What follows belongs to an exercise in optimizing a design on an open flow for small area, a short achievable clock period and few clock cycles per item; a production flow would make more cautious choices. Only simulation tests tie the RTL to the original design; equivalence was not proved. Power and IR drop assume default switching activity.

== v6 ==
==> flow/design.v (excerpt) <==
module lwis_alu (
    input  wire        clk,
    input  wire        rst,         
    input  wire        in_valid,
    output wire        in_ready,
    input  wire [3:0]  op,
    input  wire [1:0]  last_src,    
    input  wire [31:0] src0,
    input  wire [31:0] src1,
    input  wire [31:0] src2,
    input  wire [31:0] src3,
    output reg         out_valid,
    output reg  [31:0] result,
    output reg  [31:0] remainder,
    output reg         fault
);
    localparam [3:0] OP_DIV = 4'd0,
                     OP_MUL = 4'd1,
                     OP_ADD = 4'd2,
                     OP_SUB = 4'd3,
                     OP_AND = 4'd4,
                     OP_OR  = 4'd5,
                     OP_XOR = 4'd6,
                     OP_SHR = 4'd7,
                     OP_SHL = 4'd8,
                     OP_LT  = 4'd9,
                     OP_GT  = 4'd10,
                     OP_EQ  = 4'd11,
                     OP_GE  = 4'd12,
                     OP_LE  = 4'd13;
    function [31:0] rev32(input [31:0] x);
        integer i;
        for (i = 0; i < 32; i = i + 1) rev32[i] = x[31-i];
    endfunction
    function [4:0] topidx(input [31:0] x);
        reg [7:0] g;
        reg [3:0] nib;
        reg [2:0] gi;
        integer i;
        begin
            for (i = 0; i < 8; i = i + 1) g[i] = (x[4*i +: 4] != 4'd0);
            gi[2] = (g[7:4] != 4'd0);
            gi[1] = gi[2] ? (g[7:6] != 2'd0) : (g[3:2] != 2'd0);
            gi[0] = gi[2] ? (gi[1] ? g[7] : g[5]) : (gi[1] ? g[3] : g[1]);
            nib = x[4*gi +: 4];
  ...
clock: 11.0 ns
lec_check: 0
abc_area: 1
cap_margin: 30
core_margin: 2
core_utilization: 40
slew_margin: 30
standard.sh (not shown) runs the stock make flow with config.mk's settings and CLKGATE_MAP_FILE= SYNTH_SCRIPT=/design/flow/synth_recipe.tcl, a recipe that flattens the netlist after the stock synthesis.
==> flow/flow/run.sh <==
#!/bin/bash
set -euo pipefail
bash standard.sh SETUP_SLACK_MARGIN=7.0 \
    "BUFFER_PORTS_ARGS=-buffer_cell sky130_fd_sc_hd__buf_2" \
    finish > standard.log 2>&1
Testbench counts of v6, summed over its fixed seeds: cycles 25,538, items 12,000.
--- input diff v6..v7 ---
-- flow/design.v --
<<< v6, line 182
        end
    end
    wire [4:0]  kb_s1 = topidx(src1);
    wire        pb_s1 = pow2(src1);
    wire        zb_s1 = (src1 == 32'd0);
    wire [4:0]  kb_c  = topidx(C);
    wire        pb_c  = pow2(C);
    wire        zb_c  = (C == 32'd0);
    wire [4:0]  ka_in = topidx(src0);
    wire        pa_in = pow2(src0);
    wire        za_in = (src0 == 32'd0);
    wire        qz_in = (src0 < src1);    
    wire        qz_nx = (iter && first) ? (!cy || (kb_c != 5'd0)) :
                        (za_nx || (ka_nx < kb_c));
    assign in_ready = rdy;
    wire fin = busy && (k_div ? (fz || dfix || (!iter && (qzero || (pb && more == 2'd0)))) :
>>> v7, line 182
        end
    end
    wire [31:0] wb_in = in_ready ? src1 : C;
    wire [4:0]  kb_nx = topidx(wb_in);
    wire        pb_nx = pow2(wb_in);
    wire [4:0]  ka_in = topidx(src0);
    wire        pa_in = pow2(src0);
    wire        zb_nx = (wb_in == 32'd0);
    wire        za_in = (src0 == 32'd0);
    wire        qz_in = (src0 < src1);    
    wire        qz_nx = (iter && first) ? (!cy || (kb_nx != 5'd0)) :
                        (za_nx || (ka_nx < kb_nx));
    assign in_ready = rdy;
    wire fin = busy && (k_div ? (fz || dfix || (!iter && (qzero || (pb && more == 2'd0)))) :
<<< v6, line 203
        if (k_div)
            will_fin = div_done && ((more == 2'd0) ? iter :
                                    (qz_nx || (pb_c && more == 2'd1)));
        else if (k_mul)
            will_fin = (!mcpa && !k_ms && mul_done && (more == 2'd0)) ||
                       ((mcpa || k_ms) && (more != 2'd0) &&
                        (((more == 2'd1) && pb_c) || zb_c));
        else
            will_fin = (more == 2'd1);
>>> v7, line 201
        if (k_div)
            will_fin = div_done && ((more == 2'd0) ? iter :
                                    (qz_nx || (pb_nx && more == 2'd1)));
        else if (k_mul)
            will_fin = (!mcpa && !k_ms && mul_done && (more == 2'd0)) ||
                       ((mcpa || k_ms) && (more != 2'd0) &&
                        (((more == 2'd1) && pb_nx) || zb_nx));
        else
            will_fin = (more == 2'd1);
<<< v6, line 219
    always @(*) begin
        case (op)
            OP_DIV:  in_fin = in_zero || qz_in || ((last_src == 2'd1) && pb_s1);
            OP_MUL:  in_fin = ((last_src == 2'd1) && (pa_in || pb_s1)) ||
                              za_in || zb_s1;
            OP_ADD,
            OP_SUB:  in_fin = (last_src == 2'd1);
>>> v7, line 217
    always @(*) begin
        case (op)
            OP_DIV:  in_fin = in_zero || qz_in || ((last_src == 2'd1) && pb_nx);
            OP_MUL:  in_fin = ((last_src == 2'd1) && (pa_in || pb_nx)) ||
                              za_in || zb_nx;
            OP_ADD,
            OP_SUB:  in_fin = (last_src == 2'd1);
<<< v6, line 227
        endcase
    end
    wire [11:0] be_src1 = benc({src1[7:0], 1'b0});
    wire [11:0] be_c    = benc({C[7:0], 1'b0});
    wire [11:0] be_b    = benc(B[15:7]);
    wire [11:0] be_nx   = in_ready ? be_src1 :
                          (mcpa || k_ms) ? be_c : be_b;
    wire accept = in_ready && in_valid;
>>> v7, line 225
        endcase
    end
    wire [2:0] g0 = {src0[31:23] != 9'd0, src0[31:15] != 17'd0, src0[31:7] != 25'd0};
    wire [2:0] g1 = {src1[31:23] != 9'd0, src1[31:15] != 17'd0, src1[31:7] != 25'd0};
    wire swap = (op == OP_MUL) && ((g1 & ~g0) != 3'd0);
    wire [11:0] be_src0 = benc({src0[7:0], 1'b0});
    wire [11:0] be_src1 = benc({src1[7:0], 1'b0});
    wire [11:0] be_c    = benc({C[7:0], 1'b0});
    wire [11:0] be_b    = benc(B[15:7]);
    wire [11:0] be_nx   = in_ready ? (swap ? be_src0 : be_src1) :
                          (mcpa || k_ms) ? be_c : be_b;
    wire accept = in_ready && in_valid;
<<< v6, line 290
        end
        if (in_ready) begin
            a_nx = src0;
            b_nx = src1;
        end
    end
>>> v7, line 292
        end
        if (in_ready) begin
            a_nx = swap ? src1 : src0;
            b_nx = swap ? src0 : src1;
        end
    end
<<< v6, line 314
                    mcpa   <= 1'b0;
                    iter   <= 1'b0;
                    k_ms   <= pb_c;
                    ms_b   <= 1'b0;
                    ms_k   <= 1'b1;
                    ms_z   <= zb_c;
                    kb     <= kb_c;
                end
            end else if (k_div) begin
>>> v7, line 316
                    mcpa   <= 1'b0;
                    iter   <= 1'b0;
                    k_ms   <= pb_nx;
                    ms_b   <= 1'b0;
                    ms_k   <= 1'b1;
                    ms_z   <= zb_nx;
                    kb     <= kb_nx;
                end
            end else if (k_div) begin
<<< v6, line 333
                    ka        <= ka_nx;
                    za        <= za_nx;
                    kb        <= kb_c;
                    pb        <= pb_c;
                    qz        <= qz_nx;
                    ms        <= 1'b0;
>>> v7, line 335
                    ka        <= ka_nx;
                    za        <= za_nx;
                    kb        <= kb_nx;
                    pb        <= pb_nx;
                    qz        <= qz_nx;
                    ms        <= 1'b0;
<<< v6, line 371
            iter  <= 1'b0;
            mcpa  <= 1'b0;
            k_ms  <= (op == OP_MUL) && (pa_in || pb_s1);
            ms_b  <= !pb_s1;
            ms_k  <= pb_s1;
            ms_z  <= za_in || zb_s1;
            dfix  <= 1'b0;
            ms    <= 1'b0;
>>> v7, line 373
            iter  <= 1'b0;
            mcpa  <= 1'b0;
            k_ms  <= (op == OP_MUL) && (pa_in || pb_nx);
            ms_b  <= pb_nx ? swap : !swap;
            ms_k  <= pb_nx;
            ms_z  <= za_in || zb_nx;
            dfix  <= 1'b0;
            ms    <= 1'b0;
<<< v6, line 380
            ka    <= ka_in;
            za    <= za_in;
            kb    <= kb_s1;
            pb    <= pb_s1;
            C     <= src2;
            D     <= src3;
>>> v7, line 382
            ka    <= ka_in;
            za    <= za_in;
            kb    <= kb_nx;
            pb    <= pb_nx;
            C     <= src2;
            D     <= src3;
Notes after the runs:
Compared with v6, v7 shows a path depth of the worst reg2reg path that is 10 higher. v7 vs v6: post-synthesis simple-gate area fraction down in v7. On multi-input combinational cell area: between v6 and v7, it ends up higher for v7. | final wirelength | higher: v7 |. Going from v6 to v7, setup slack shrinks by 0.16 ns. For the net count after synthesis, v7 came in 32 higher than v6 did. In the tables for v6 and v7, cell depth of the worst setup path reads higher with v7. Compared with v6, v7 is the less power-hungry design. Relative to v6, number of standard cells in the final layout excluding fillers has gone up in v7. In the metrics for v6 and v7, the one carrying the lower met2 wire length is v6. Summary of v7 over v6: largest vdd supply drop dropped 0.0074 mV, die extent in x did not really move.
Testbench counts of v7, summed over its fixed seeds: cycles 25,099, items 12,000.

## afterwards: timing with drivers on the ports
No port has a modelled driver above. Below, the same layouts with a new extraction and two added sets of constraints.
Step 1 assumes that a clkbuf_16 drives the clock port and a buf_2 every other input.
Step 2, shift: input delay + t, output delay - t, t = (earliest + latest rising clock arrival at the registers) / 2. This alone moves slack from input paths to output paths.
Three values: ideal ports, drivers, drivers and shift; two values: the first two.
| run | t (ns) | setup slack, ns | latest minus earliest clock arrival (ns) | cell pins on the clock port's net |
|---|---|---|---|---|
| v6 | 0.663 | 6.846 / 6.846 / 6.508 | 0.035 / 0.035 | 1 |
| v7 | 0.653 | 6.682 / 6.712 / 6.071 | 0.038 / 0.039 | 1 |
After both steps every run listed still meets setup and hold. The setup slack of v7, which loses most, moves by +0.030 ns with the drivers and by -0.611 ns with both steps.
